From an optimization exercise on the open Yosys and OpenROAD flow, aimed at small area and a short achievable clock period; shortcuts taken in it are not production practice. In this exercise RTL edits were held to simulation tests only and were not proved equivalent to the original. Power is estimated from default activity; no workload was simulated.

### flow/config.mk
export PLATFORM = sky130hd
export DESIGN_NAME = hpcalc_core
export DESIGN_NICKNAME = hpcalc_core
export VERILOG_FILES = /design/flow/design.v
export SDC_FILE = /design/flow/constraint.sdc
export NUM_CORES = 4
export LEC_CHECK = 0
export CAP_MARGIN = 20
export CORE_MARGIN = 2
export CORE_UTILIZATION = 40
export SLEW_MARGIN = 20
### flow/design.v
module hpcalc_au (
    input  wire [55:0] x,
    input  wire [55:0] y,
    input  wire        sub,
    input  wire        cin,        
    input  wire [13:0] mask,
    output wire [55:0] d,
    output wire        cout        
);
    wire [14:0] g0, p0;
    assign g0[0] = sub ^ cin;    
    assign p0[0] = 1'b0;
    wire [55:0] u;
    genvar i;
    generate
        for (i = 0; i < 14; i = i + 1) begin : dg
            wire [3:0] xi = x[4*i +: 4];
            wire [3:0] yr = y[4*i +: 4];
            wire [3:0] yi = sub ? {~(yr[3] | yr[2] | yr[1]), yr[2] ^ yr[1], yr[1], ~yr[0]} : yr;
            wire [4:0] s;
            wire [4:1] cy;
            assign s[0]  = xi[0] ^ yi[0];
            assign cy[1] = xi[0] & yi[0];
            assign s[1]  = xi[1] ^ yi[1] ^ cy[1];
            assign cy[2] = (xi[1] & yi[1]) | (cy[1] & (xi[1] ^ yi[1]));
            assign s[2]  = xi[2] ^ yi[2] ^ cy[2];
            assign cy[3] = (xi[2] & yi[2]) | (cy[2] & (xi[2] ^ yi[2]));
            assign s[3]  = xi[3] ^ yi[3] ^ cy[3];
            assign cy[4] = (xi[3] & yi[3]) | (cy[3] & (xi[3] ^ yi[3]));
            assign s[4]  = cy[4];
            wire       g  = s[4] | (s[3] & (s[2] | s[1]));
            wire [3:0] ui = {s[3] ^ (g & (s[2] | s[1])), s[2] ^ (g & ~s[1]), s[1] ^ g, s[0]};
            wire       p  = g | (ui == 4'd9);
            assign u[4*i +: 4] = ui;
            assign g0[i+1] = mask[i] & g;
            assign p0[i+1] = ~mask[i] | p;
        end
    endgenerate
    wire pg1 = g0[1] | (p0[1] & g0[0]);
    wire pg2 = g0[3] | (p0[3] & g0[2]);
    wire pp2 = p0[3] & p0[2];
    wire pg3 = g0[5] | (p0[5] & g0[4]);
    wire pp3 = p0[5] & p0[4];
    wire pg4 = g0[7] | (p0[7] & g0[6]);
    wire pp4 = p0[7] & p0[6];
    wire pg5 = g0[9] | (p0[9] & g0[8]);
    wire pp5 = p0[9] & p0[8];
    wire pg6 = g0[11] | (p0[11] & g0[10]);
    wire pp6 = p0[11] & p0[10];
    wire pg7 = g0[13] | (p0[13] & g0[12]);
    wire pp7 = p0[13] & p0[12];
    wire pg8 = g0[2] | (p0[2] & pg1);
    wire pg9 = pg2 | (pp2 & pg1);
    wire pg10 = g0[6] | (p0[6] & pg3);
    wire pp10 = p0[6] & pp3;
    wire pg11 = pg4 | (pp4 & pg3);
    wire pp11 = pp4 & pp3;
    wire pg12 = g0[10] | (p0[10] & pg5);
    wire pp12 = p0[10] & pp5;
    wire pg13 = pg6 | (pp6 & pg5);
    wire pp13 = pp6 & pp5;
    wire pg14 = g0[14] | (p0[14] & pg7);
    wire pp14 = p0[14] & pp7;
    wire pg15 = g0[4] | (p0[4] & pg9);
    wire pg16 = pg3 | (pp3 & pg9);
    wire pg17 = pg10 | (pp10 & pg9);
    wire pg18 = pg11 | (pp11 & pg9);
    wire pg19 = g0[12] | (p0[12] & pg13);
    wire pp19 = p0[12] & pp13;
    wire pg20 = pg7 | (pp7 & pg13);
    wire pp20 = pp7 & pp13;
    wire pg21 = pg14 | (pp14 & pg13);
    wire pp21 = pp14 & pp13;
    wire pg22 = g0[8] | (p0[8] & pg18);
    wire pg23 = pg5 | (pp5 & pg18);
    wire pg24 = pg12 | (pp12 & pg18);
    wire pg25 = pg13 | (pp13 & pg18);
    wire pg26 = pg19 | (pp19 & pg18);
    wire pg27 = pg20 | (pp20 & pg18);
    wire pg28 = pg21 | (pp21 & pg18);
    wire [14:0] cc;
    assign cc[0] = g0[0];
    assign cc[1] = pg1;
    assign cc[2] = pg8;
    assign cc[3] = pg9;
    assign cc[4] = pg15;
    assign cc[5] = pg16;
    assign cc[6] = pg17;
    assign cc[7] = pg18;
    assign cc[8] = pg22;
    assign cc[9] = pg23;
    assign cc[10] = pg24;
    assign cc[11] = pg25;
    assign cc[12] = pg26;
    assign cc[13] = pg27;
    assign cc[14] = pg28;
    generate
        for (i = 0; i < 14; i = i + 1) begin : ds
            wire [3:0] ui = u[4*i +: 4];
            wire       k  = cc[i];
            wire [3:0] u1 = {(ui[2] & ui[1] & ui[0]) | (ui[3] & ~ui[0]),
                             ui[2] ^ (ui[1] & ui[0]),
                             ui[1] ^ (ui[0] & ~ui[3]),
                             ~ui[0]};
            assign d[4*i +: 4] = (k ? u1 : ui);
        end
    endgenerate
    assign cout = sub ^ cc[14];
endmodule
module hpcalc_core (
    input  wire        clk,
    input  wire        rst,        
    input  wire [9:0]  word,       
    input  wire [5:0]  kin,        
    output reg  [2:0]  rom,        
    output reg  [7:0]  off,        
    output reg         latch,      
    output reg  [11:0] s,          
    output reg  [3:0]  p,          
    output reg         fault,      
    output reg  [55:0] a,
    output reg  [55:0] b,
    output reg  [55:0] c
);
    wire [1:0] cls = word[1:0];
    wire [1:0] grp = word[3:2];
    wire [3:0] n4  = word[9:6];
    wire [1:0] sop = word[5:4];
    wire [5:0] m6  = word[9:4];
    wire is_jnc  = (cls == 2'b11);
    wire is_jc   = (cls == 2'b01);
    wire is_reg  = (cls == 2'b10);
    wire is_ctrl = (cls == 2'b00);
    wire is_stat = is_ctrl && (grp == 2'b01);
    wire is_ptr  = is_ctrl && (grp == 2'b11);
    wire is_wait = is_ctrl && (grp == 2'b10);
    wire is_misc = is_ctrl && (grp == 2'b00);
    wire misc_nop    = is_misc && (m6 == 6'b000000);
    wire misc_selrom = is_misc && (m6[2:0] == 3'b001);
    wire misc_ret    = is_misc && (m6 == 6'b000010);
    wire misc_keys   = is_misc && (m6 == 6'b000011);
    wire misc_waitnk = is_misc && (m6 == 6'b000100);
    wire illegal =
        (is_stat && sop == 2'b11 && n4 != 4'd0) ||
        (is_ptr  && sop[1]       && n4 != 4'd0) ||
        (is_misc && !(misc_nop || misc_selrom || misc_ret || misc_keys || misc_waitnk));
    wire [2:0] fld = word[4:2];
    reg  [13:0] mask;
    integer j;
    always @(*) begin
        for (j = 0; j < 14; j = j + 1) begin
            case (fld)
                3'd0: mask[j] = (p == j);
                3'd1: mask[j] = (j >= 3) && (j <= 12);
                3'd2: mask[j] = (j <= 2);
                3'd3: mask[j] = 1'b1;
                3'd4: mask[j] = (j <= p);
                3'd5: mask[j] = (j >= 3);
                3'd6: mask[j] = (j == 2);
                default: mask[j] = (j == 13);
            endcase
        end
    end
    wire any_active = !((fld == 3'd0) && (p >= 4'd14));
    wire [4:0] op = word[9:5];
    reg xa, xc, yb, yc, sub, cin1, arith;
    reg da, db, dc;            
    reg ca, cb, cc;            
    reg shla, shra, shrb, shrc;
    reg b_from_a, c_from_a, c_from_b;
    always @(*) begin
        {xa, xc, yb, yc, sub, cin1, arith} = 7'd0;
        {da, db, dc, ca, cb, cc} = 6'd0;
        {shla, shra, shrb, shrc} = 4'd0;
        {b_from_a, c_from_a, c_from_b} = 3'd0;
        case (op)
            5'h00: begin yb = 1; sub = 1; arith = 1; end                      
            5'h01: begin cb = 1; end                                          
            5'h02: begin xa = 1; yc = 1; sub = 1; arith = 1; end              
            5'h03: begin xc = 1; sub = 1; cin1 = 1; arith = 1; end            
            5'h04: begin yb = 1; dc = 1; arith = 1; end                       
            5'h05: begin yc = 1; sub = 1; dc = 1; arith = 1; end              
            5'h06: begin cc = 1; end                                          
            5'h07: begin yc = 1; sub = 1; cin1 = 1; dc = 1; arith = 1; end    
            5'h08: begin shla = 1; end
            5'h09: begin xa = 1; db = 1; arith = 1; end                       
            5'h0A: begin xa = 1; yc = 1; sub = 1; dc = 1; arith = 1; end      
            5'h0B: begin xc = 1; sub = 1; cin1 = 1; dc = 1; arith = 1; end    
            5'h0C: begin xc = 1; da = 1; arith = 1; end                       
            5'h0D: begin yc = 1; sub = 1; arith = 1; end                      
            5'h0E: begin xa = 1; yc = 1; dc = 1; arith = 1; end               
            5'h0F: begin xc = 1; cin1 = 1; dc = 1; arith = 1; end             
            5'h10: begin xa = 1; yb = 1; sub = 1; arith = 1; end              
            5'h11: begin yc = 1; db = 1; c_from_b = 1; end                    
            5'h12: begin shrc = 1; end
            5'h13: begin xa = 1; sub = 1; cin1 = 1; arith = 1; end            
            5'h14: begin shrb = 1; end
            5'h15: begin xc = 1; yc = 1; dc = 1; arith = 1; end               
            5'h16: begin shra = 1; end
            5'h17: begin ca = 1; end                                          
            5'h18: begin xa = 1; yb = 1; sub = 1; da = 1; arith = 1; end      
            5'h19: begin yb = 1; da = 1; b_from_a = 1; end                    
            5'h1A: begin xa = 1; yc = 1; sub = 1; da = 1; arith = 1; end      
            5'h1B: begin xa = 1; sub = 1; cin1 = 1; da = 1; arith = 1; end    
            5'h1C: begin xa = 1; yb = 1; da = 1; arith = 1; end               
            5'h1D: begin yc = 1; da = 1; c_from_a = 1; end                    
            5'h1E: begin xa = 1; yc = 1; da = 1; arith = 1; end               
            5'h1F: begin xa = 1; cin1 = 1; da = 1; arith = 1; end             
        endcase
    end
    wire o4 = op[4], o3 = op[3], o2 = op[2], o1 = op[1], o0 = op[0];
    wire fxa  = (o1 & ~o0) | (~o4 & o3 & ~o2 & ~o1) | (o4 & ~o0) | (o4 & o1);
    wire fxc  = (~o4 & ~o2 & o1 & o0) | (~o4 & o3 & ~o1 & ~o0) | (o4 & ~o3 & o2) | (~o4 & o3 & o1 & o0);
    wire fyb  = (~o3 & ~o1 & ~o0) | (o4 & o3 & ~o2 & ~o1) | (o4 & ~o1 & ~o0);
    wire fyc  = (o1 & ~o0) | (o2 & ~o1 & o0) | (~o3 & ~o1 & o0) | (~o3 & o2 & o0);
    wire fsub = (~o2 & ~o0) | (~o2 & o1) | (~o4 & o2 & ~o1 & o0) | (~o3 & o1);
    wire fcin = o1 & o0;
    wire [55:0] xop = ({56{fxa}} & a) | ({56{fxc}} & c);
    wire [55:0] yop = ({56{fyb}} & b) | ({56{fyc}} & c);
    wire [55:0] dsum;
    wire        acarry;
    hpcalc_au u_au (
        .x    (xop),
        .y    (yop),
        .sub  (fsub),
        .cin  (fcin),
        .mask (mask),
        .d    (dsum),
        .cout (acarry)
    );
    wire au_carry  = any_active & arith & acarry;
    wire au_clears = ca | cb | cc;
    wire run = !rst && !fault;
    wire wr  = run && is_reg;
    wire [15:0] mk = {1'b0, mask, 1'b0};    
    wire [55:0] a_nx, b_nx, c_nx;
    genvar i;
    generate
        for (i = 0; i < 14; i = i + 1) begin : rg
            wire w   = wr & mask[i];
            wire sad = w & da;
            wire sal = w & shla & mk[i];
            wire sar = w & shra & mk[i+2];
            wire ha  = !rst & !(w & (da | ca | shla | shra));
            wire sbd = w & db;
            wire sbr = w & shrb & mk[i+2];
            wire sba = w & b_from_a;
            wire hb  = !rst & !(w & (db | cb | shrb | b_from_a));
            wire scd = w & dc;
            wire scr = w & shrc & mk[i+2];
            wire sca = w & c_from_a;
            wire scb = w & c_from_b;
            wire hc  = !rst & !(w & (dc | cc | shrc | c_from_a | c_from_b));
            wire [3:0] al = (i > 0)  ? a[4*i-4 +: 4] : 4'd0;
            wire [3:0] ar = (i < 13) ? a[4*i+4 +: 4] : 4'd0;
            wire [3:0] br = (i < 13) ? b[4*i+4 +: 4] : 4'd0;
            wire [3:0] cr = (i < 13) ? c[4*i+4 +: 4] : 4'd0;
            wire [3:0] dd = dsum[4*i +: 4];
            assign a_nx[4*i +: 4] = ({4{ha}} & a[4*i +: 4]) | ({4{sad}} & dd) |
                                    ({4{sal}} & al) | ({4{sar}} & ar);
            assign b_nx[4*i +: 4] = ({4{hb}} & b[4*i +: 4]) | ({4{sbd}} & dd) |
                                    ({4{sbr}} & br) | ({4{sba}} & a[4*i +: 4]);
            assign c_nx[4*i +: 4] = ({4{hc}} & c[4*i +: 4]) | ({4{scd}} & dd) |
                                    ({4{scr}} & cr) | ({4{sca}} & a[4*i +: 4]) |
                                    ({4{scb}} & b[4*i +: 4]);
        end
    endgenerate
    always @(posedge clk) begin
        a <= a_nx;
        b <= b_nx;
        c <= c_nx;
    end
    wire s_bit = (n4 <= 4'd11) ? s[n4] : 1'b0;
    wire [7:0] off_inc = off + 8'd1;
    always @(posedge clk) begin
        if (rst) begin
            rom   <= 3'd0;
            off   <= 8'd0;
            latch <= 1'b0;
            s     <= 12'd0;
            p     <= 4'd0;
            fault <= 1'b0;
        end else if (!fault) begin
            if (illegal) begin
                fault <= 1'b1;
            end else begin
                off <= off_inc;
                if (is_jnc) begin
                    if (!latch) off <= word[9:2];
                    latch <= 1'b0;
                end
                if (is_jc) begin
                    if (latch) off <= word[9:2];
                    latch <= 1'b0;
                end
                if (is_reg) begin
                    if (au_clears)
                        latch <= 1'b0;
                    else
                        latch <= latch | au_carry;
                end
                if (is_stat) begin
                    case (sop)
                        2'b00: if (n4 <= 4'd11) s[n4] <= 1'b1;    
                        2'b01: latch <= latch | s_bit;           
                        2'b10: if (n4 <= 4'd11) s[n4] <= 1'b0;    
                        2'b11: s <= 12'd0;                       
                    endcase
                end
                if (is_ptr) begin
                    case (sop)
                        2'b00: p <= n4;                          
                        2'b01: latch <= latch | (p == n4);       
                        2'b10: p <= p + 4'd1;                    
                        2'b11: p <= p - 4'd1;                    
                    endcase
                end
                if (is_wait) begin                               
                    if (kin != m6) off <= off;
                end
                if (misc_selrom) rom <= word[9:7];
                if (misc_ret)    off <= 8'd0;                    
                if (misc_keys)   off <= {2'b00, kin};
                if (misc_waitnk && kin != 6'd0) off <= off;
            end
        end
    end
endmodule
### flow/standard.sh
#!/bin/bash
# synth_recipe.tcl (not shown) runs the flow's synth.tcl, then flattens the netlist and writes it again
# the make line also repeats each setting of config.mk as NAME=value (left out here)
make -C /OpenROAD-flow-scripts/flow DESIGN_CONFIG=/design/flow/config.mk WORK_HOME=/design/flow/orfs CLKGATE_MAP_FILE= SYNTH_SCRIPT=/design/flow/synth_recipe.tcl "${@:-finish}"
### flow/constraint.sdc
create_clock -name core_clock -period 40.0 [get_ports {clk}]
set_input_delay 8.0000 -clock core_clock [delete_from_list [all_inputs] [get_ports {clk}]]
set_output_delay 8.0000 -clock core_clock [all_outputs]
set_load 0.01 [all_outputs]
### flow/flow/run.sh
#!/bin/bash
# Layout flow: the standard ORFS flow, with the port buffers made of the
# smallest buffer instead of the delay buffer that buffer_ports picks itself.
set -uo pipefail
export BUFFER_PORTS_ARGS="-buffer_cell sky130_fd_sc_hd__buf_1"
bash standard.sh > standard_flow.log 2>&1
==> summary.txt, run 1 <==
Clock network
  • Clk sinks: 197
  • Total CTS buffers: 17
  • Clock root buffer: clkbuf_16
  • CTS clock-pin slew for the worst setup and hold paths: around 0.070 ns
  • CTS tree: done
  • H-tree depth: 4
  • Clock Path Buffers: 2
  • Number of setup buffers added after CTS: 0
  • Clock latency (worst-skew pair): around 0.48 ns
  • Hold Buf Count CTS: 0
  • Post-cts gate resize count: 0

GRT
  • GRT Max-Usage Layer: met2
  • Largest net degree at the start of global routing: 57
  • Met3 Use GR: under 10%
  • GR Layer Usage met2: ~50%
  • Vias in the first global route: 16,810
  • M1 GR Usage: between 40% and 50%
  • First-pass GRT wire length: ~100,000 um
  • Total gr overflow: 0
  • Initial antenna violation count: 0
  • All-layer global routing usage: approximately a third

Setup path
  • Critical Path AT: 14.88 ns
  • Critical path's top delay family: compound AO/OA/AOI/OAI gates
  • Slowest cell on crit path: or4_2
  • Worst setup EP type: flop
  • CP peak stage delay: 0.69 ns
  • Critical Path RT: about 40 ns
  • Startpoint Class: primary input
  • Crit path kind: primary input to flop
  • Most used cell, CP: inv_1
  • Crit-path max FO: 38
  • CP bufs+invs: 8

Timing
  • Slew @ Worst Pin: approximately 1.3 ns
  • RSZ-0062 raised after global routing: no
  • Worst slew margin: between 15 and 20%
  • Final hold vios: 0
  • Period utilisation layout: a little over a third
  • Tmin final: ~15 ns
  • Final clock skew: ~0.014 ns
  • Slew Limit Fails: 0
  • Fmax: between 60 and 70 MHz
  • Total Neg Setup Slack: 0 ns
  • Setup violators final: 0

Logic synthesis
  • Syn Nets: 2,077
  • Synth warn: 1
  • Top cells by area in the synthesized netlist: dfxtp_1 (25%), a22oi_1 (6.8%), a21oi_1 (5.4%)
  • Asr flop ratio synth: 0%
  • Yosys reg bits: between 150 and 200
  • Unique cell type count in the Yosys netlist: between 100 and 150
  • Ys flop type: dfxtp_1
  • Count leader, synth: dfxtp_1
  • Area leader, netlist: dfxtp_1
  • Synthesized area: between 0.015 and 0.02 mm2
  • Post-Syn Instances: between 1,500 and 2,000
  • Post-Syn Area per Cell: ~8 um2
  • Post-synth EDFFs: 0
  • Seq/Total Area, Yosys: between 20% and 30%
  • Top cell type's share of synthesized area: approximately a quarter
  • Synth cell count leaders: dfxtp_1 (197), nand2_1 (184), a21oi_1 (169)

Detailed routing
  • # DRC: 0
  • Total wire length: 68,130 um
  • First-pass iteration count of the detailed router: 7
  • First DRT Iteration DRCs: about 2,400
  • Wire per inst: around 26 um
  • Antenna viol nets, final: 0
  • Via Count: between 15,000 and 20,000
  • Vias per cell: just under 7

Floorplan
  • Die height: approximately 200 um
  • Die X: between 200 and 250 um
  • Initial Util: 40.66%
  • Die area: between 0.04 and 0.05 mm2
  • Row cnt: about 70
  • Core outline area: about 0.039 mm2
  • IO Pins: 215

Finish
  • Finished Core Util: 45.66%
  • Multi-input gate area: 0.01117 mm2
  • Nets@finish: around 2,200
  • Sequential Area: 0.003944 mm2
  • Syn-to-layout area delta: 12.30%
  • Layout cell share with drive strength beyond 1: under 10%
  • # fillers: 3,991
  • Ant diodes: 0

Worst hold path
  • Worst min-delay path category: flop to flop

Power
  • P_leak: about 6 nW
  • Cell Pwr Density: roughly 28 mW/mm2
  • Peak supply drop: approximately 34 uV

Status
  • Status: no timing/DRC/antenna violations

Placement
  • DP HPWL: roughly 47,000 um
  • Placer Congestion: between 0.9 and 1
  • Port Buffers: about 210

Run
  • Max-cap violations: 0
## layer usage
layer | wire (um) | up-vias | share of wire (%)
li1 | - | 7864 | -
met1 | 27230 | 8507 | 40
met2 | 29590 | 1242 | 43
met3 | 8171 | 222 | 12
met4 | 3075 | 2 | 4.5
met5 | 67 | - | 0.098
## cell type report
class / instances / area share, %
well taps: 518 / 3.665
multi-input cells: 1589 / 63.15
flip-flops and latches: 197 / 22.30
clock inverters: 9 / 0.8702
repair buffers: 246 / 5.900
inverters: 74 / 1.571
clock buffers: 21 / 2.547
## path summary, 6_finish.rpt
path | startpoint | to | slack (ns) | cells past startpoint
setup / recovery | word[7] | c[51] | 25.48 | 26
hold / removal | s[2] | s[2] | 0.52 | 2
hold reg to reg | s[2] | s[2] | 0.52 | 2
setup reg to reg | b[20] | c[51] | 34.58 | 21
## flip-flops by register name, summed over array words and instances, names as in the netlist
register / flops
a: 56
b: 56
c: 56
fault: 1
latch: 1
off: 8
p: 4
rom: 3
s: 12
## kinds of logic (layout without fill, tap and decap cells)
| kind of cell | after synthesis | after routing | synth area share, % |
|---|---|---|---|
| XOR/XNOR | 99 | 99 | 5.553 |
| multiplexers | 31 | 31 | 2.296 |
| AO/OA/AOI/OAI | 797 | 797 | 36.36 |
| adder cells (fa/ha/maj) | 85 | 85 | 8.755 |
| flip-flops | 197 | 197 | 25.04 |
| buffers and inverters | 188 | 350 | 4.624 |
| AND/OR/NAND/NOR | 577 | 577 | 17.37 |
## metrics by stage
stage	hold slack (ns)	cells	worst slack (ns)	cell area, um2	total power [mW]
5_1_grt	0.5384	2654	24.96	17690	0.5124
4_1_cts	0.5221	2653	25.58	17680	0.4947
3_3_place_gp	0.5025	2623	25.30	17070	0.3088
6_report	0.5206	2654	25.48	17690	0.4968
2_1_floorplan	0.5060	1974	25.77	15750	0.2760
3_5_place_dp	0.5046	2623	25.09	17070	0.3098
## power breakdown
group | internal (mW) | total, mW | switching (mW)
combinational | 0.0311 | 0.105 | 0.0743
sequential | 0.199 | 0.204 | 0.00525
clock | 0.105 | 0.188 | 0.0822
total | 0.335 | 0.497 | 0.162
## cell usage in the layout (no fill, tap or decap), types with 23 or more instances in the layout
master,count
nand3_1,52
buf_4,31
inv_1,71
a22o_1,89
a21oi_1,167
fa_1,42
nor3_1,45
o21ai_0,142
xnor2_1,53
dfxtp_1,197
a22oi_1,142
nand2_1,184
a222oi_1,67
nor2_1,162
buf_1,212
nor2b_1,23
xor2_1,45
ha_1,43
## tightest hold or removal path, delay by kind of cell (launching register included)
family	cells	cell delay, ns
and+or+nand+nor	1	0.05
DFF	1	0.32
AOI/OAI and AO/OA	1	0.11
==> run 2, diff against run 1 <==
==> flow/run.sh (new file) <==
#!/bin/bash
# synth_recipe.tcl (not shown) runs the flow's synth.tcl, then flattens the netlist and writes it again
# the make line also repeats each setting of config.mk as NAME=value (left out here)
make -C /OpenROAD-flow-scripts/flow DESIGN_CONFIG=/design/flow/config.mk WORK_HOME=/design/flow/orfs CLKGATE_MAP_FILE= SYNTH_SCRIPT=/design/flow/synth_recipe.tcl finish
removed: flow/flow/run.sh
removed: flow/standard.sh
==> run 2 against run 1 <==
Still clean on timing, DRC and antenna. Wire length increased by 1.4%. Non-clock buffer count decreased by 2. Synthesized area unchanged. Global-route usage decreased by 0.11 points. Cell count about the same. First-iteration DRC count increased by 8.0%. Total power decreased by 1.7%. Worst setup slack got worse by 0.47 ns. Count of clock-buffer cells in the layout decreased by 1. Critical path type unchanged.
==> summary.txt, run 2 <==
Status
  • Status: no timing/DRC/antenna violations

Clock network
  • Clk sinks: between 150 and 200
  • Clock root buffer: clkbuf_16
  • H-tree depth: 4
  • Number of setup buffers added after CTS: 0
  • CTS tree: done
  • Post-cts gate resize count: 0
  • CTS clock-pin slew for the worst setup and hold paths: around 0.08 ns
  • Clock latency (worst-skew pair): ~0.46 ns
  • Total CTS buffers: 17
  • Hold Buf Count CTS: 0
  • Clock Path Buffers: 2

Setup path
  • Depth of the worst register-to-register path: 21
  • Slowest cell on crit path: buf_4
  • Critical Path AT: approximately 15 ns
  • Crit path kind: primary input to flop
  • Most used cell, CP: inv_1
  • Internal reg-to-reg setup slack: 34.58 ns
  • CP peak stage delay: 0.55 ns
  • Worst setup EP type: flop
  • Startpoint Class: primary input
  • Critical R2R Launch: b[20]
  • Worst r2r dst: c[51]
  • CP bufs+invs: 8
  • Crit-path max FO: 40
  • Critical path's top delay family: compound AO/OA/AOI/OAI gates
  • Critical Path RT: around 40 ns

Worst hold path
  • Worst Hold Launch: rom[0]
  • Worst min-delay path category: flop to flop
  • Hold Path End: rom[0]
  • Worst hold path depth: 2

Finish
  • Commonest non-fill, non-tap cell in the layout: clkdlybuf4s50_1
  • Finished Core Util: between 40% and 50%
  • Non-filler cells, final: approximately 2,700
  • Nets@finish: around 2,200
  • Sequential Area: just under 0.004 mm2
  • # fillers: roughly 3,800
  • Syn-to-layout area delta: 20.38%
  • Post-route cell area: 0.01896 mm2
  • Biggest regs: a x56, b x56, c x56
  • Multi-input gate area: 0.01117 mm2
  • Layout cell share with drive strength beyond 1: 6.086%
  • Most frequent cells in the layout: clkdlybuf4s50_1 (213), dfxtp_1 (197), nand2_1 (184)

Timing
  • Slew @ Worst Pin: 1.231 ns
  • Fmax: ~67 MHz
  • Period utilisation layout: between 30% and 40%
  • Worst slew margin: ~18%
  • Final Hold Slack: around 0.52 ns
  • Tmin final: ~15 ns
  • Final hold vios: 0
  • Slew Limit Fails: 0
  • Final clock skew: about 0.011 ns
  • RSZ-0062 raised after global routing: no
  • Setup ws final: between 20 and 30 ns
  • Total Neg Setup Slack: 0 ns
  • Setup violators final: 0

Detailed routing
  • Wire per inst: between 20 and 30 um
  • # DRC: 0
  • Total wire length: 69,100 um
  • Antenna viol nets, final: 0
  • Vias per cell: between 6 and 7
  • First DRT Iteration DRCs: ~2,600
  • Via Count: 17,930
  • First-pass iteration count of the detailed router: 8

GRT
  • Total gr overflow: 0
  • Initial antenna violation count: 1
  • Vias in the first global route: around 17,000
  • First-pass GRT wire length: 103,800 um
  • All-layer global routing usage: between 30 and 40%
  • Largest net degree at the start of global routing: 57

Logic synthesis
  • Seq/Total Area, Yosys: about a quarter
  • Syn Nets: a little over 2,000
  • Unique cell type count in the Yosys netlist: 101
  • Synth warn: 1
  • Post-Syn Area per Cell: about 8 um2
  • Synthesized area: ~0.016 mm2
  • Asr flop ratio synth: 0%
  • Synth cell count leaders: dfxtp_1 (197), nand2_1 (184), a21oi_1 (169)
  • Ys flop type: dfxtp_1
  • Yosys reg bits: around 200
  • Top cells by area in the synthesized netlist: dfxtp_1 (25%), a22oi_1 (6.8%), a21oi_1 (5.4%)
  • Post-Syn Instances: just under 2,000
  • Count leader, synth: dfxtp_1
  • Post-synth EDFFs: 0
  • Top cell type's share of synthesized area: between 20% and 30%
  • Area leader, netlist: dfxtp_1

Floorplan
  • Core outline area: 0.03874 mm2
  • Initial Util: roughly two fifths
  • Die area: ~0.041 mm2
  • Die height: 202.4 um
  • IO Pins: between 200 and 250
  • Row cnt: about 70
  • Die X: between 200 and 250 um

Power
  • Peak supply drop: just over 30 uV
  • Cell Pwr Density: 25.77 mW/mm2
  • P_leak: around 6.4 nW
  • Pwr Total: approximately 0.49 mW

Placement
  • Port Buffers: 214
  • DP Area: 0.01840 mm2
  • Placed cell count: 2,622
  • DP HPWL: roughly 48,000 um
  • Pre-CTS setup slack: 24.68 ns
  • Placer Congestion: 0.9669

Run
  • Max-cap violations: 0
-- run 2: cell counts after synthesis --
No cell type changed its count.
-- run 2: metal layers --
metal / up-vias / routed length (um) / global-route usage, %
met5: - / 0 / 0
met1: 8590 / 28290 / 44.27
met2: 1306 / 30240 / 50.04
met3: 198 / 7569 / 5.659
li1: 7837 / - / -
met4: 0 / 3004 / 14.89
-- run 2: cell families (layout without fill, tap and decap cells) --
kind of cell,count (synthesis),in the layout,share of synthesized area (%)
flip-flops,197,197,25.04
adder cells (fa/ha/maj),85,85,8.755
multiplexers,31,31,2.296
AO/OA/AOI/OAI,797,797,36.36
buffers and inverters,188,350,4.624
AND/OR/NAND/NOR,577,577,17.37
other,0,1,0
XOR/XNOR,99,99,5.553
-- run 2: where the power goes --
group	internal, mW	switching [mW]
clock	0.0892	0.0861
combinational	0.0350	0.0745
sequential	0.198	0.00533
-- run 2: how the worst max path moves through the flow --
stage,from,end,slack [ns],cells after the start
after floorplan,word[6],a[51],25.77,29
after global placement,word[7],c[26],24.84,25
after detailed placement,word[7],c[51],24.68,26
after CTS,word[7],a[51],25.15,26
after global routing,word[8],c[51],24.56,26
final,word[8],c[51],25.01,26
-- run 2: worst register-to-register path, cell delays in order (launching register included) --
cell and delay, ns:
dfxtp_1 0.49, a22oi_1 0.16, xnor2_1 0.18, ha_1 0.17, inv_1 0.06, fa_1 0.42
inv_1 0.09, fa_1 0.16, inv_1 0.05, fa_1 0.51, o21ai_0 0.40, ha_1 0.24
xnor2_1 0.11, and3_1 0.22, a211oi_2 0.35, inv_1 0.10, a21oi_1 0.30, a2bb2oi_2 0.45
o211ai_2 0.21, and4b_4 0.26, a21oi_1 0.28, o21ai_1 0.09
-- run 2: cell type report --
cell class,count,area share [%]
clock inverter,12,0.5478
inverter,74,1.465
clock buffer,20,2.409
antenna,1,0.01320
multi-input combinational,1589,58.90
timing repair buffer,244,12.45
tap,518,3.419
sequential,197,20.80
==> run 3, diff against run 2 <==
--- a/flow/design.v
+++ b/flow/design.v
@@ -165,3 +165,10 @@
     wire [4:0] op = word[9:5];
-    reg xa, xc, yb, yc, sub, cin1, arith;
+    wire o4 = op[4], o3 = op[3], o2 = op[2], o1 = op[1], o0 = op[0];
+    wire xa   = (o1 & ~o0) | (o3 & ~o2 & ~o1) | (o4 & o3) | (o4 & ~o0) | (o4 & o1);
+    wire xc   = (~o4 & ~o2 & o1 & o0) | (o4 & ~o3 & o2);
+    wire yb   = (~o3 & ~o1 & ~o0) | (o4 & ~o1 & ~o0);
+    wire yc   = (~o3 & ~o1 & o0) | (~o4 & o3 & o2) | (~o3 & o2 & o1) | (o1 & ~o0);
+    wire sub  = (~o2 & ~o0) | (~o2 & o1) | (~o4 & o2 & ~o1 & o0) | (~o3 & o1);
+    wire cin1 = o1 & o0;
+    reg arith;                 
     reg da, db, dc;            
@@ -169,52 +176,45 @@
     reg shla, shra, shrb, shrc;
-    reg b_from_a, c_from_a, c_from_b;
+    reg a_from_b, a_from_c, c_from_b;
     always @(*) begin
-        {xa, xc, yb, yc, sub, cin1, arith} = 7'd0;
+        arith = 1'b0;
         {da, db, dc, ca, cb, cc} = 6'd0;
         {shla, shra, shrb, shrc} = 4'd0;
-        {b_from_a, c_from_a, c_from_b} = 3'd0;
+        {a_from_b, a_from_c, c_from_b} = 3'd0;
         case (op)
-            5'h00: begin yb = 1; sub = 1; arith = 1; end                      
-            5'h01: begin cb = 1; end                                          
-            5'h02: begin xa = 1; yc = 1; sub = 1; arith = 1; end              
-            5'h03: begin xc = 1; sub = 1; cin1 = 1; arith = 1; end            
-            5'h04: begin yb = 1; dc = 1; arith = 1; end                       
-            5'h05: begin yc = 1; sub = 1; dc = 1; arith = 1; end              
-            5'h06: begin cc = 1; end                                          
-            5'h07: begin yc = 1; sub = 1; cin1 = 1; dc = 1; arith = 1; end    
-            5'h08: begin shla = 1; end
-            5'h09: begin xa = 1; db = 1; arith = 1; end                       
-            5'h0A: begin xa = 1; yc = 1; sub = 1; dc = 1; arith = 1; end      
-            5'h0B: begin xc = 1; sub = 1; cin1 = 1; dc = 1; arith = 1; end    
-            5'h0C: begin xc = 1; da = 1; arith = 1; end                       
-            5'h0D: begin yc = 1; sub = 1; arith = 1; end                      
-            5'h0E: begin xa = 1; yc = 1; dc = 1; arith = 1; end               
-            5'h0F: begin xc = 1; cin1 = 1; dc = 1; arith = 1; end             
-            5'h10: begin xa = 1; yb = 1; sub = 1; arith = 1; end              
-            5'h11: begin yc = 1; db = 1; c_from_b = 1; end                    
-            5'h12: begin shrc = 1; end
-            5'h13: begin xa = 1; sub = 1; cin1 = 1; arith = 1; end            
-            5'h14: begin shrb = 1; end
-            5'h15: begin xc = 1; yc = 1; dc = 1; arith = 1; end               
-            5'h16: begin shra = 1; end
-            5'h17: begin ca = 1; end                                          
-            5'h18: begin xa = 1; yb = 1; sub = 1; da = 1; arith = 1; end      
-            5'h19: begin yb = 1; da = 1; b_from_a = 1; end                    
-            5'h1A: begin xa = 1; yc = 1; sub = 1; da = 1; arith = 1; end      
-            5'h1B: begin xa = 1; sub = 1; cin1 = 1; da = 1; arith = 1; end    
-            5'h1C: begin xa = 1; yb = 1; da = 1; arith = 1; end               
-            5'h1D: begin yc = 1; da = 1; c_from_a = 1; end                    
-            5'h1E: begin xa = 1; yc = 1; da = 1; arith = 1; end               
-            5'h1F: begin xa = 1; cin1 = 1; da = 1; arith = 1; end             
+            5'h00: arith = 1;                         
+            5'h01: cb = 1;                            
+            5'h02: arith = 1;                         
+            5'h03: arith = 1;                         
+            5'h04: begin dc = 1; arith = 1; end       
+            5'h05: begin dc = 1; arith = 1; end       
+            5'h06: cc = 1;                            
+            5'h07: begin dc = 1; arith = 1; end       
+            5'h08: shla = 1;                          
+            5'h09: begin db = 1; arith = 1; end       
+            5'h0A: begin dc = 1; arith = 1; end       
+            5'h0B: begin dc = 1; arith = 1; end       
+            5'h0C: begin da = 1; arith = 1; end       
+            5'h0D: arith = 1;                         
+            5'h0E: begin dc = 1; arith = 1; end       
+            5'h0F: begin dc = 1; arith = 1; end       
+            5'h10: arith = 1;                         
+            5'h11: begin db = 1; c_from_b = 1; end    
+            5'h12: shrc = 1;                          
+            5'h13: arith = 1;                         
+            5'h14: shrb = 1;                          
+            5'h15: begin dc = 1; arith = 1; end       
+            5'h16: shra = 1;                          
+            5'h17: ca = 1;                            
+            5'h18: begin da = 1; arith = 1; end       
+            5'h19: begin db = 1; a_from_b = 1; end    
+            5'h1A: begin da = 1; arith = 1; end       
+            5'h1B: begin da = 1; arith = 1; end       
+            5'h1C: begin da = 1; arith = 1; end       
+            5'h1D: begin dc = 1; a_from_c = 1; end    
+            5'h1E: begin da = 1; arith = 1; end       
+            5'h1F: begin da = 1; arith = 1; end       
         endcase
     end
-    wire o4 = op[4], o3 = op[3], o2 = op[2], o1 = op[1], o0 = op[0];
-    wire fxa  = (o1 & ~o0) | (~o4 & o3 & ~o2 & ~o1) | (o4 & ~o0) | (o4 & o1);
-    wire fxc  = (~o4 & ~o2 & o1 & o0) | (~o4 & o3 & ~o1 & ~o0) | (o4 & ~o3 & o2) | (~o4 & o3 & o1 & o0);
-    wire fyb  = (~o3 & ~o1 & ~o0) | (o4 & o3 & ~o2 & ~o1) | (o4 & ~o1 & ~o0);
-    wire fyc  = (o1 & ~o0) | (o2 & ~o1 & o0) | (~o3 & ~o1 & o0) | (~o3 & o2 & o0);
-    wire fsub = (~o2 & ~o0) | (~o2 & o1) | (~o4 & o2 & ~o1 & o0) | (~o3 & o1);
-    wire fcin = o1 & o0;
-    wire [55:0] xop = ({56{fxa}} & a) | ({56{fxc}} & c);
-    wire [55:0] yop = ({56{fyb}} & b) | ({56{fyc}} & c);
+    wire [55:0] xop = ({56{xa}} & a) | ({56{xc}} & c);
+    wire [55:0] yop = ({56{yb}} & b) | ({56{yc}} & c);
     wire [55:0] dsum;
@@ -224,4 +224,4 @@
         .y    (yop),
-        .sub  (fsub),
-        .cin  (fcin),
+        .sub  (sub),
+        .cin  (cin1),
         .mask (mask),
@@ -243,12 +243,12 @@
             wire sar = w & shra & mk[i+2];
-            wire ha  = !rst & !(w & (da | ca | shla | shra));
+            wire sab = w & a_from_b;
+            wire sac = w & a_from_c;
+            wire ha  = !rst & !(w & (da | ca | shla | shra | a_from_b | a_from_c));
             wire sbd = w & db;
             wire sbr = w & shrb & mk[i+2];
-            wire sba = w & b_from_a;
-            wire hb  = !rst & !(w & (db | cb | shrb | b_from_a));
+            wire hb  = !rst & !(w & (db | cb | shrb));
             wire scd = w & dc;
             wire scr = w & shrc & mk[i+2];
-            wire sca = w & c_from_a;
             wire scb = w & c_from_b;
-            wire hc  = !rst & !(w & (dc | cc | shrc | c_from_a | c_from_b));
+            wire hc  = !rst & !(w & (dc | cc | shrc | c_from_b));
             wire [3:0] al = (i > 0)  ? a[4*i-4 +: 4] : 4'd0;
@@ -259,8 +259,8 @@
             assign a_nx[4*i +: 4] = ({4{ha}} & a[4*i +: 4]) | ({4{sad}} & dd) |
-                                    ({4{sal}} & al) | ({4{sar}} & ar);
+                                    ({4{sal}} & al) | ({4{sar}} & ar) |
+                                    ({4{sab}} & b[4*i +: 4]) | ({4{sac}} & c[4*i +: 4]);
             assign b_nx[4*i +: 4] = ({4{hb}} & b[4*i +: 4]) | ({4{sbd}} & dd) |
-                                    ({4{sbr}} & br) | ({4{sba}} & a[4*i +: 4]);
+                                    ({4{sbr}} & br);
             assign c_nx[4*i +: 4] = ({4{hc}} & c[4*i +: 4]) | ({4{scd}} & dd) |
-                                    ({4{scr}} & cr) | ({4{sca}} & a[4*i +: 4]) |
-                                    ({4{scb}} & b[4*i +: 4]);
+                                    ({4{scr}} & cr) | ({4{scb}} & b[4*i +: 4]);
         end
==> flow/flow/run.sh (new file) <==
#!/bin/bash
set -uo pipefail
export BUFFER_PORTS_ARGS="-buffer_cell sky130_fd_sc_hd__buf_1"
export SETUP_SLACK_MARGIN=28
export SETUP_MOVE_SEQUENCE="unbuffer,sizeup,swap"
bash standard.sh > standard_flow.log 2>&1
==> flow/standard.sh (new file) <==
#!/bin/bash
# synth_recipe.tcl (not shown) runs the flow's synth.tcl, then flattens the netlist and writes it again
# the make line also repeats each setting of config.mk as NAME=value (left out here)
make -C /OpenROAD-flow-scripts/flow DESIGN_CONFIG=/design/flow/config.mk WORK_HOME=/design/flow/orfs CLKGATE_MAP_FILE= SYNTH_SCRIPT=/design/flow/synth_recipe.tcl "${@:-finish}"
--- a/flow/config.mk
+++ b/flow/config.mk
@@ -10,2 +10,3 @@
 export CORE_UTILIZATION = 40
+export CTS_BUF_LIST = sky130_fd_sc_hd__clkbuf_8
 export SLEW_MARGIN = 20
removed: flow/run.sh
==> run 3 against run 2 <==
Still clean on timing, DRC and antenna. Worst setup slack improved by 1.7 ns. Critical path depth up 1. Via count is 0.52% lower. Fmax rose by 13%. Non-clock buffer count rose by 1. Cell count fell by 0.41%. First-iteration DRC count rose by 3.2%. Global-route usage grew 0.40 points. Sequential share of layout area about the same. Count of clock-buffer cells in the layout decreased by 1. Clock power decreased by about 10%. Critical path type unchanged. Largest cell class unchanged.
==> summary.txt, run 3 <==
Logic synthesis
  • Count leader, synth: dfxtp_1
  • Top cells by area in the synthesized netlist: dfxtp_1 (25%), a22oi_1 (7.3%), fa_1 (5.3%)
  • Post-Syn Area per Cell: between 8 and 9 um2
  • Yosys reg bits: 197
  • Unique cell type count in the Yosys netlist: between 90 and 100
  • Post-Syn Instances: 1,965
  • Synthesized area: between 0.015 and 0.02 mm2
  • Post-synth EDFFs: 0
  • Synth warn: 1
  • Asr flop ratio synth: 0%
  • Synth cell count leaders: dfxtp_1 (197), nor2_1 (186), nand2_1 (182)
  • Syn Nets: slightly above 2,000
  • Seq/Total Area, Yosys: between 20% and 30%
  • Ys flop type: dfxtp_1
  • Area leader, netlist: dfxtp_1
  • Top cell type's share of synthesized area: 25.07%

Detailed routing
  • # DRC: 0
  • First-pass iteration count of the detailed router: 12
  • Wire per inst: around 26 um
  • Via Count: 17,840
  • First DRT Iteration DRCs: ~2,700
  • Vias per cell: 6.747
  • Total wire length: between 60,000 and 70,000 um
  • Antenna viol nets, final: 0

Timing
  • Setup violators final: 0
  • Slew Limit Fails: 0
  • Tmin final: about 13 ns
  • Final clock skew: between 0.02 and 0.025 ns
  • Worst slew margin: a little over a fifth
  • Total Neg Setup Slack: 0 ns
  • Fmax: about 75 MHz
  • Period utilisation layout: about 33%
  • Final hold vios: 0
  • Final Hold Slack: 0.5056 ns
  • RSZ-0062 raised after global routing: yes
  • Slew @ Worst Pin: 1.174 ns

Clock network
  • CTS tree: done
  • CTS clock-pin slew for the worst setup and hold paths: around 0.10 ns
  • Clock latency (worst-skew pair): roughly 0.56 ns
  • Clk sinks: about 200
  • Clock Path Buffers: 2
  • Number of setup buffers added after CTS: 0
  • H-tree depth: 4
  • Clock root buffer: clkbuf_8
  • Total CTS buffers: 17
  • Hold Buf Count CTS: 0

Setup path
  • Startpoint Class: primary input
  • Worst setup EP type: flop
  • Critical Path AT: between 10 and 15 ns
  • Critical Path RT: a little over 40 ns
  • Internal reg-to-reg setup slack: ~35 ns
  • Crit path kind: primary input to flop
  • Depth of the worst register-to-register path: 21
  • Crit-path max FO: 56

GRT
  • First-pass GRT wire length: 103,900 um
  • Vias in the first global route: around 17,000
  • All-layer global routing usage: 32.89%
  • Largest net degree at the start of global routing: 57
  • Initial antenna violation count: 0
  • Total gr overflow: 0

Floorplan
  • IO Pins: roughly 220
  • Core outline area: ~0.039 mm2
  • Die area: between 0.04 and 0.05 mm2
  • Initial Util: 40.61%
  • Die height: 202.3 um
  • Die X: 202.3 um
  • Row cnt: 72

Finish
  • Biggest regs: a x56, b x56, c x56
  • Commonest non-fill, non-tap cell in the layout: buf_1
  • Layout cell share with drive strength beyond 1: around 16%
  • Syn-to-layout area delta: 20.79%
  • Most frequent cells in the layout: buf_1 (209), dfxtp_1 (197), nand2_1 (181)
  • Ant diodes: 0
  • Nets@finish: approximately 2,200

Power
  • Seq pwr share: a little over two fifths
  • Cell Pwr Density: roughly 25 mW/mm2
  • Power share of the combinational group: between 20 and 30%
  • Design internal power: about 0.32 mW
  • P_leak: roughly 6.3 nW
  • Peak supply drop: around 24 uV
  • Sw frac: 34.43%
  • Switching power: approximately 0.17 mW
  • Clock power share: 32.5%

Status
  • Status: no timing/DRC/antenna violations

Placement
  • DP HPWL: between 40,000 and 50,000 um
  • Port Buffers: between 200 and 250
  • Placer Congestion: 0.9320

Worst hold path
  • Worst min-delay path category: flop to flop
  • Worst hold path depth: 2

Run
  • Max-cap violations: 0
==> run 3: cell count changes after synthesis, moves of 14 or more <==
| cell | delta |
|---|---|
| nor2_1 | +19 |
| nand3_1 | -22 |
| inv_1 | +18 |
| a21oi_1 | -27 |
| o21ai_0 | -14 |
| a221o_1 | +24 |
==> run 3: final timing paths <==
| kind | start | end |
|---|---|---|
| worst max register to register | b[4] | b[42] |
| worst min-delay path | rom[1] | rom[1] |
| worst max-delay path | word[5] | b[42] |
| worst min register to register | rom[1] | rom[1] |
==> run 3: what timing repair did <==
action,4_1_cts,5_1_grt
resized for setup,117,113
pin swaps,67,97
setup endpoints to repair,166,160
==> run 3: power by group through the flow <==
| stage | Combinational [mW] | Sequential, mW | Clock, mW |
|---|---|---|---|
| finish | 0.123 | 0.203 | 0.157 |
| global route | 0.129 | 0.203 | 0.165 |
| CTS | 0.111 | 0.203 | 0.159 |
| detailed placement | 0.102 | 0.207 | 0 |
| global placement | 0.101 | 0.207 | 0 |
| floorplan | 0.0713 | 0.207 | 0 |
==> run 3: layer usage <==
metal,GRT usage [%],routed length (um),vias up
met5,0,0,-
met3,9.142,8658,220
li1,-,-,7781
met2,49.55,30500,1254
met4,14.91,2977,0
met1,43.71,27500,8583
==> run 3: cell type report <==
class | count | area (um2)
fillers | 3828 | 19740
multi-input cells | 1561 | 12400
flip-flops and latches | 197 | 3944
repair buffers | 245 | 1176
well taps | 518 | 648.1
inverters | 92 | 374.1
clock buffers | 19 | 261.5
clock inverters | 12 | 200.2
==> run 3: stage by stage <==
step | std cells | total power, mW | utilization, % | area [um2] | setup WS (ns)
final | 2644 | 0.4828 | 49.05 | 19000 | 26.69
after global routing | 2644 | 0.4981 | 49.05 | 19000 | 26.51
after CTS | 2643 | 0.4723 | 47.45 | 18380 | 26.92
after detailed placement | 2612 | 0.3093 | 44.74 | 17330 | 25.63
after global placement | 2612 | 0.3085 | 44.74 | 17330 | 25.80
after floorplan | 1965 | 0.2778 | - | 16160 | 26.82
==> run 3: cell families (layout without fill, tap and decap cells) <==
kind of cell             after synthesis  in the layout  share of synthesized area (%)
adder cells (fa/ha/maj)               85             85                          8.765
AO/OA/AOI/OAI                        785            785                          36.81
multiplexers                          31             31                          2.283
buffers and inverters                207            368                          5.114
AND/OR/NAND/NOR                      562            562                          16.41
XOR/XNOR                              98             98                          5.552
flip-flops                           197            197                          25.07
==> run 3: worst max-delay path, stage by stage <==
cell,delay [ns]
clkbuf_2,0.11
buf_12,0.19
clkinv_8,0.10
ha_2,0.22
inv_1,0.11
o311ai_4,0.11
clkbuf_16,0.26
a22oi_2,0.31
xnor2_2,0.10
ha_2,0.18
fa_2,0.35
inv_2,0.06
fa_2,0.19
inv_2,0.04
fa_1,0.51
a21o_1,0.25
ha_4,0.19
xor2_4,0.19
and3_4,0.22
a2111oi_4,0.09
a221oi_2,0.22
a21bo_2,0.29
o211ai_1,0.49
a32oi_4,0.29
nor4b_2,0.38
a21oi_2,0.08
o21ai_1,0.16
==> run 4, diff against run 3 <==
==> flow/flow/run.sh (replaced) <==
#!/bin/bash
set -uo pipefail
export BUFFER_PORTS_ARGS="-buffer_cell sky130_fd_sc_hd__buf_1"
export SETUP_SLACK_MARGIN=26.5
export SETUP_MOVE_SEQUENCE="unbuffer,sizeup,swap"
bash standard.sh > standard_flow.log 2>&1
--- a/flow/config.mk
+++ b/flow/config.mk
@@ -10,3 +10,2 @@
 export CORE_UTILIZATION = 40
-export CTS_BUF_LIST = sky130_fd_sc_hd__clkbuf_8
 export SLEW_MARGIN = 20
==> run 4 against run 3 <==
Critical path depth down 2. Clock skew is 0.0059 ns lower. Synthesized cell count did not move. Cell count unchanged. Critical endpoint is now a[37]. Still clean on timing, DRC and antenna.
==> summary.txt, run 4 <==
Floorplan
  • IO Pins: roughly 220
  • Row cnt: 72
  • Die X: between 200 and 250 um
  • Initial Util: approximately two fifths
  • Die height: roughly 200 um
  • Die area: a little over 0.04 mm2
  • Core outline area: a little under 0.04 mm2

Setup path
  • Crit path to: a[37]
  • Critical Path AT: roughly 14 ns
  • Worst setup EP type: flop
  • Crit path kind: primary input to flop
  • Worst r2r dst: a[37]
  • Critical R2R Launch: c[16]
  • Crit-path max FO: 43
  • Critical Path RT: 40.36 ns
  • Startpoint Class: primary input
  • Depth of the worst register-to-register path: 20
  • Internal reg-to-reg setup slack: 34.82 ns
  • Crit. Startpoint: word[7]

Detailed routing
  • Vias per cell: 6.697
  • First DRT Iteration DRCs: 2,608
  • # DRC: 0
  • Antenna viol nets, final: 0
  • Total wire length: slightly below 70,000 um
  • Via Count: between 15,000 and 20,000
  • Wire per inst: about 26 um
  • First-pass iteration count of the detailed router: 9

Logic synthesis
  • Synth warn: 1
  • Synthesized area: ~0.016 mm2
  • Syn Nets: between 2,000 and 2,500
  • Post-Syn Area per Cell: roughly 8 um2
  • Area leader, netlist: dfxtp_1
  • Yosys reg bits: 197
  • Post-synth EDFFs: 0
  • Post-Syn Instances: around 2,000
  • Ys flop type: dfxtp_1
  • Synth cell count leaders: dfxtp_1 (197), nor2_1 (186), nand2_1 (182)
  • Unique cell type count in the Yosys netlist: between 90 and 100
  • Seq/Total Area, Yosys: between 20% and 30%
  • Top cell type's share of synthesized area: 25.07%
  • Asr flop ratio synth: 0%
  • Count leader, synth: dfxtp_1
  • Top cells by area in the synthesized netlist: dfxtp_1 (25%), a22oi_1 (7.3%), fa_1 (5.3%)

Finish
  • Nets@finish: between 2,000 and 2,500
  • Commonest non-fill, non-tap cell in the layout: buf_1
  • # fillers: 3,921
  • Biggest regs: a x56, b x56, c x56
  • Syn-to-layout area delta: 16.29%
  • Layout cell share with drive strength beyond 1: a little over a tenth
  • Most frequent cells in the layout: buf_1 (210), dfxtp_1 (197), nor2_1 (181), nand2_1 (181), a22oi_1 (146)

Timing
  • RSZ-0062 raised after global routing: yes
  • Slew Limit Fails: 0
  • Final clock skew: roughly 0.017 ns
  • Tmin final: 13.41 ns
  • Total Neg Setup Slack: 0 ns
  • Fmax: roughly 75 MHz
  • Slew @ Worst Pin: between 1 and 1.5 ns
  • Worst slew margin: roughly 18%
  • Final hold vios: 0
  • Setup violators final: 0
  • Period utilisation layout: 33.53%
  • Final Hold Slack: 0.5144 ns

GRT
  • Vias in the first global route: 16,670
  • First-pass GRT wire length: 102,700 um
  • All-layer global routing usage: between 30% and 40%
  • Largest net degree at the start of global routing: 57
  • Initial antenna violation count: 1
  • Total gr overflow: 0

Placement
  • Port Buffers: between 200 and 250
  • DP HPWL: approximately 47,000 um
  • Placer Congestion: approximately 0.93

Clock network
  • CTS tree: done
  • Clock root buffer: clkbuf_16
  • Clk sinks: 197
  • Hold Buf Count CTS: 0
  • H-tree depth: 4
  • CTS clock-pin slew for the worst setup and hold paths: 0.08 ns
  • Clock Path Buffers: 2
  • Total CTS buffers: 17
  • Clock latency (worst-skew pair): roughly 0.49 ns

Worst hold path
  • Worst min-delay path category: flop to flop
  • Worst Hold Launch: rom[0]

Power
  • P_leak: ~6.1 nW
  • Cell Pwr Density: 27.09 mW/mm2
  • Peak supply drop: around 29 uV

Run
  • Max-cap violations: 0

Status
  • Status: no timing/DRC/antenna violations
-- run 4: cell counts after synthesis --
No cell type changed its count.
-- run 4: repair_timing --
item                       CTS  global route
hold endpoints to repair     0             0
pin swaps                    9            59
resized for setup           36           117
buffers inserted             0             0
setup endpoints to repair  137           121
-- run 4: metal layers --
| metal | vias to the layer above | routed length, um | GRT usage [%] |
|---|---|---|---|
| met1 | 8423 | 26660 | 42.87 |
| met2 | 1286 | 29540 | 48.48 |
| met3 | 211 | 9307 | 10.38 |
| li1 | 7784 | - | - |
| met4 | 2 | 2954 | 13.92 |
| met5 | - | 13 | 0.7143 |
-- run 4: logic make-up after synthesis --
family / count (synthesis) / synth area share, %
xor gates and xnor gates: 98 / 5.552
and+or+nand+nor: 562 / 16.41
DFF: 197 / 25.07
AOI/OAI and AO/OA: 785 / 36.81
muxes: 31 / 2.283
adders and majority gates: 85 / 8.765
buffers and inverters: 207 / 5.114
-- run 4: how the worst min path moves through the flow --
stage,slack [ns],depth (start not counted),endpoint
floorplan,0.50,2,b[3]
global placement,0.48,2,rom[2]
detailed placement,0.49,2,rom[2]
CTS,0.52,2,rom[2]
global route,0.54,2,rom[2]
finish,0.51,2,rom[0]
-- run 4: stage by stage --
| stage | area [um2] | instances | worst slack [ns] | power (mW) | util, % |
|---|---|---|---|---|---|
| after detailed placement | 17030 | 2611 | 25.31 | 0.3046 | 43.97 |
| final | 18290 | 2644 | 26.59 | 0.4955 | 47.23 |
| after CTS | 17780 | 2643 | 26.51 | 0.4891 | 45.90 |
| after floorplan | 15780 | 1965 | 26.53 | 0.2728 | - |
| after global routing | 18290 | 2643 | 26.35 | 0.5130 | 47.22 |
| after global placement | 17030 | 2611 | 25.36 | 0.3036 | 43.97 |
-- run 4: area by class of cell --
| type | instances | area [um2] | share of cell area, % |
|---|---|---|---|
| clock inverters | 14 | 166.4 | 0.9097 |
| clock buffers | 18 | 429.2 | 2.346 |
| multi-input cells | 1561 | 11590 | 63.37 |
| well taps | 518 | 648.1 | 3.543 |
| flip-flops and latches | 197 | 3944 | 21.56 |
| diodes | 1 | 2.502 | 0.01368 |
| inverters | 92 | 364.1 | 1.990 |
| repair buffers | 243 | 1146 | 6.265 |
-- run 4: worst max-delay path, stage by stage --
cell and delay [ns]:
clkbuf_2 0.10, buf_12 0.17, inv_8 0.06, ha_4 0.21, or4_4 0.55, buf_16 0.21, xnor2_2 0.18, ha_2 0.18
fa_1 0.41, inv_1 0.09, fa_1 0.18, inv_2 0.04, fa_2 0.51, a21oi_4 0.22, inv_2 0.06, ha_4 0.18
xor2_4 0.19, a41oi_2 0.16, a221oi_2 0.30, a21bo_2 0.28, o211ai_1 0.53, nand3_2 0.33, nor2_4 0.21, xor2_2 0.22
o21ai_1 0.09
-- run 4: where the power goes --
group / internal, mW / leakage, nW / switching, mW
combinational: 0.0343 / 4.26 / 0.0747
sequential: 0.198 / 1.59 / 0.00472
clock: 0.0941 / 0.276 / 0.0894
==> run 5, diff against run 4 <==
==> flow/flow/run.sh (replaced) <==
#!/bin/bash
set -uo pipefail
W=$(pwd)
export BUFFER_PORTS_ARGS="-buffer_cell sky130_fd_sc_hd__buf_1"
export SETUP_SLACK_MARGIN=26.5
export SETUP_MOVE_SEQUENCE="unbuffer,sizeup,swap"

sed 's#  log_cmd abc {\*}$abc_args#  log_cmd abc {*}[lreplace $abc_args 1 1 '"$W"'/flow/abc_map.script]#' \
    "$FLOW_HOME/scripts/synth.tcl" > "$W/synth_abc.tcl"
grep -q 'flow/abc_map.script' "$W/synth_abc.tcl" || { echo "synth.tcl: abc call not found"; exit 1; }
sed "s#source \$::env(SCRIPTS_DIR)/synth.tcl#source $W/synth_abc.tcl#" "$W/synth_recipe.tcl" > "$W/synth_wrap.tcl"
grep -q 'synth_abc.tcl' "$W/synth_wrap.tcl" || { echo "synth_recipe.tcl: source line not found"; exit 1; }
sed "s#SYNTH_SCRIPT=[^ ]*#SYNTH_SCRIPT=$W/synth_wrap.tcl#" "$W/standard.sh" > "$W/synth_step.sh"
grep -q 'synth_wrap.tcl' "$W/synth_step.sh" || { echo "standard.sh: SYNTH_SCRIPT not found"; exit 1; }

bash "$W/synth_step.sh" synth > "$W/synth_flow.log" 2>&1 || { echo "synthesis failed"; exit 1; }
bash "$W/standard.sh" > "$W/standard_flow.log" 2>&1
==> flow/flow/abc_map.script (new file) <==
&get -n
&st
&dch
&nf -R 1000
&put
topo
stime -c
upsize -c
dnsize -c
==> run 5 against run 4 <==
Non-clock buffer count rose by 9. Largest power group unchanged. Combinational power barely moved. Clock power fell by 3%. Highest routed layer is now met4.
==> summary.txt, run 5 <==
Clock network
  • H-tree depth: 4
  • Hold Buf Count CTS: 0
  • Clock root buffer: clkbuf_16
  • Clk sinks: about 200
  • CTS clock-pin slew for the worst setup and hold paths: 0.08 ns
  • Clock Path Buffers: 2
  • CTS tree: done
  • Clock latency (worst-skew pair): between 0.4 and 0.5 ns
  • Total CTS buffers: 17

Timing
  • Slew @ Worst Pin: ~1.0 ns
  • Final hold vios: 0
  • Period utilisation layout: 33.87%
  • Tmin final: 13.55 ns
  • Final Hold Slack: between 0.5 and 0.6 ns
  • Final clock skew: approximately 0.020 ns
  • Fmax: ~74 MHz
  • RSZ-0062 raised after global routing: yes
  • Worst slew margin: around 30%
  • Total Neg Setup Slack: 0 ns
  • Setup violators final: 0
  • Slew Limit Fails: 0

Setup path
  • CP bufs+invs: 7
  • Slowest cell on crit path: or4_4
  • Critical path's top delay family: compound AO/OA/AOI/OAI gates
  • Depth of the worst register-to-register path: 26
  • Crit path kind: primary input to flop
  • Internal reg-to-reg setup slack: roughly 35 ns
  • Worst r2r dst: a[41]
  • Critical R2R Launch: c[0]
  • Worst setup EP type: flop
  • CP peak stage delay: between 0.5 and 0.6 ns
  • Critical Path AT: around 14 ns
  • Crit-path max FO: between 40 and 50
  • Critical Path RT: ~40 ns
  • Startpoint Class: primary input

Power
  • Pwr Total: about 0.49 mW
  • Cell Pwr Density: approximately 28 mW/mm2
  • P_leak: slightly above 6 nW
  • Peak supply drop: about 32 uV

Floorplan
  • Initial Util: about two fifths
  • IO Pins: 215
  • Row cnt: 69
  • Die area: 0.03807 mm2
  • Die height: around 200 um
  • Core outline area: about 0.036 mm2
  • Die X: between 150 and 200 um

Finish
  • Biggest regs: a x56, b x56, c x56
  • Syn-to-layout area delta: 21.03%
  • Layout cell share with drive strength beyond 1: 9.439%
  • Most frequent cells in the layout: nand2_1 (258), buf_1 (208), dfxtp_1 (197)
  • Multi-input gate area: 0.01101 mm2
  • Nets@finish: 2,230
  • Post-route cell area: around 0.018 mm2
  • # fillers: between 3,000 and 4,000
  • Commonest non-fill, non-tap cell in the layout: nand2_1
  • Sequential Area: ~0.0039 mm2

Detailed routing
  • First-pass iteration count of the detailed router: 11
  • Vias per cell: about 6.8
  • Total wire length: between 60,000 and 70,000 um
  • Wire per inst: approximately 25 um
  • Antenna viol nets, final: 0
  • First DRT Iteration DRCs: 3,172
  • # DRC: 0
  • Via Count: approximately 18,000

Logic synthesis
  • Unique cell type count in the Yosys netlist: 64
  • Post-Syn Instances: 1,856
  • Syn Nets: 1,959
  • Top cell type's share of synthesized area: between 20 and 30%
  • Ys flop type: dfxtp_1
  • Seq/Total Area, Yosys: between 20 and 30%
  • Post-synth EDFFs: 0
  • Synthesized area: 0.01461 mm2
  • Count leader, synth: nand2_1
  • Synth warn: 1
  • Asr flop ratio synth: 0%
  • Post-Syn Area per Cell: just under 8 um2
  • Area leader, netlist: dfxtp_1
  • Yosys reg bits: 197
  • Top cells by area in the synthesized netlist: dfxtp_1 (27%), nand2_1 (6.9%), a22oi_1 (6.8%)
  • Synth cell count leaders: nand2_1 (267), dfxtp_1 (197), nor2_1 (194)

Placement
  • DP Area: approximately 0.017 mm2
  • DP HPWL: between 40,000 and 50,000 um
  • Placer Congestion: ~0.93
  • Port Buffers: about 210

GRT
  • Vias in the first global route: 16,310
  • Initial antenna violation count: 1
  • Largest net degree at the start of global routing: 48
  • First-pass GRT wire length: just under 100,000 um
  • Total gr overflow: 0
  • All-layer global routing usage: 33.13%

Worst hold path
  • Hold Path End: rom[1]
  • Worst Hold Launch: rom[1]
  • Worst hold path depth: 2
  • Worst min-delay path category: flop to flop

Run
  • Max-cap violations: 0

Status
  • Status: no timing/DRC/antenna violations
run 5: cell count changes after synthesis, sizes merged, moves of 42 or more:
cell    before  now
nand2      182  267
nor3        56   98
inv         89    3
nand3       30   72
clkinv       3   68
clkbuf      88    0
run 5: worst reg2reg max path: stages, from the launching register on:
cell      delay [ns]
dfxtp_1         0.50
a22oi_2         0.15
xnor2_2         0.20
ha_2            0.20
fa_2            0.20
clkinv_2        0.06
fa_2            0.35
clkinv_2        0.05
fa_1            0.43
a21o_1          0.25
ha_4            0.19
xor2_4          0.15
a41o_1          0.20
a22o_4          0.24
o21a_1          0.14
a211oi_2        0.25
a31oi_4         0.09
and3b_4         0.23
a21oi_4         0.28
inv_2           0.08
a21o_4          0.26
a21o_1          0.21
nand2_4         0.10
nor2_1          0.05
xor2_1          0.17
or3_1           0.31
nand3_1         0.07
run 5: final cells by class:
cell class                      instances  share of cell area [%]
Multi-Input combinational cell       1588                   62.27
Sequential cell                       197                   22.30
Timing Repair Buffer                  252                   6.998
Tap cell                              461                   3.262
Clock buffer                           17                   2.406
Inverter                               71                   1.925
Clock inverter                         15                  0.8208
Antenna cell                            1                 0.01415
run 5: kinds of logic after synthesis:
logic type	Yosys count	synth area share [%]
buf+inv	71	1.824
flops	197	26.99
simple gates	721	21.85
compound gates	679	33.42
xor+xnor	98	5.875
mux	5	0.5994
fa+ha+maj	85	9.437
run 5: through the flow:
stage / std cells / setup slack [ns] / util [%]
final: 2602 / 26.45 / 49.47
after floorplan: 1856 / 25.98 / -
after detailed placement: 2568 / 25.15 / 46.18
after global placement: 2567 / 25.28 / 46.16
after CTS: 2600 / 26.47 / 48.63
after global routing: 2602 / 26.26 / 49.47
run 5: what timing repair did:
action	CTS	global route
endpoints found under the setup margin	120	84
buffers inserted	0	0
gates resized for setup	67	75
endpoints found under the hold margin	0	0
pin swaps	20	48
run 5: per-layer routing:
metal | share of wire (%) | vias to the layer above | GRT usage (%)
li1 | - | 7749 | -
met1 | 39 | 8276 | 43.92
met2 | 43 | 1340 | 50.60
met3 | 13 | 260 | 7.841
met4 | 5.4 | 0 | 16.23
met5 | 0 | - | 0
run 5: power by group:
group / leakage (nW) / switching (mW) / total [mW] / internal [mW]
sequential: 1.59 / 0.00550 / 0.204 / 0.199
clock: 0.282 / 0.0898 / 0.177 / 0.0876
combinational: 4.19 / 0.0741 / 0.108 / 0.0337
run 5: worst max-delay path by stage:
stage / start / endpoint / slack [ns] / depth (start not counted)
after global placement: word[9] / a[42] / 25.28 / 32
final: word[6] / a[41] / 26.45 / 31
after detailed placement: word[9] / a[41] / 25.15 / 32
after floorplan: word[5] / a[41] / 25.98 / 28
after global routing: word[6] / a[41] / 26.26 / 31
after CTS: word[6] / a[41] / 26.47 / 31

-- port drivers added, routing unchanged --
How much do the figures lean on ideal ports? The routed layouts below were timed once more, with nothing changed but the port constraints.
Step 1 assumes that a clkbuf_16 drives the clock port and a buf_2 every other input.
Step 2 adds t to the input delays and takes it off the output delays; t is the mean of the earliest and latest rising clock arrival at the registers after step 1. Input paths then give back, and output paths get back, about the clock's delay inside the block.
Slacks: no drivers / after step 1 / after step 2; pairs: no drivers / after step 1.
run | shift t [ns] | setup WS [ns] | hold WS [ns] | slew at the worst register clock pin (ns)
run 1 | 0.528 | 25.482 / 25.511 / 24.983 | 0.521 / 0.521 / 0.521 | 0.08 / 0.08
run 2 | 0.512 | 25.009 / 25.042 / 24.529 | 0.516 / 0.516 / 0.516 | 0.08 / 0.08
run 3 | 0.605 | 26.693 / 26.699 / 26.094 | 0.506 / 0.506 / 0.506 | 0.11 / 0.11
run 4 | 0.534 | 26.587 / 26.589 / 26.055 | 0.514 / 0.514 / 0.514 | 0.08 / 0.08
run 5 | 0.521 | 26.453 / 26.474 / 25.953 | 0.500 / 0.500 / 0.500 | 0.09 / 0.09
After both steps every run listed still meets setup and hold. The setup slack of run 3, which loses most, moves by +0.006 ns with the drivers and by -0.599 ns with both steps.
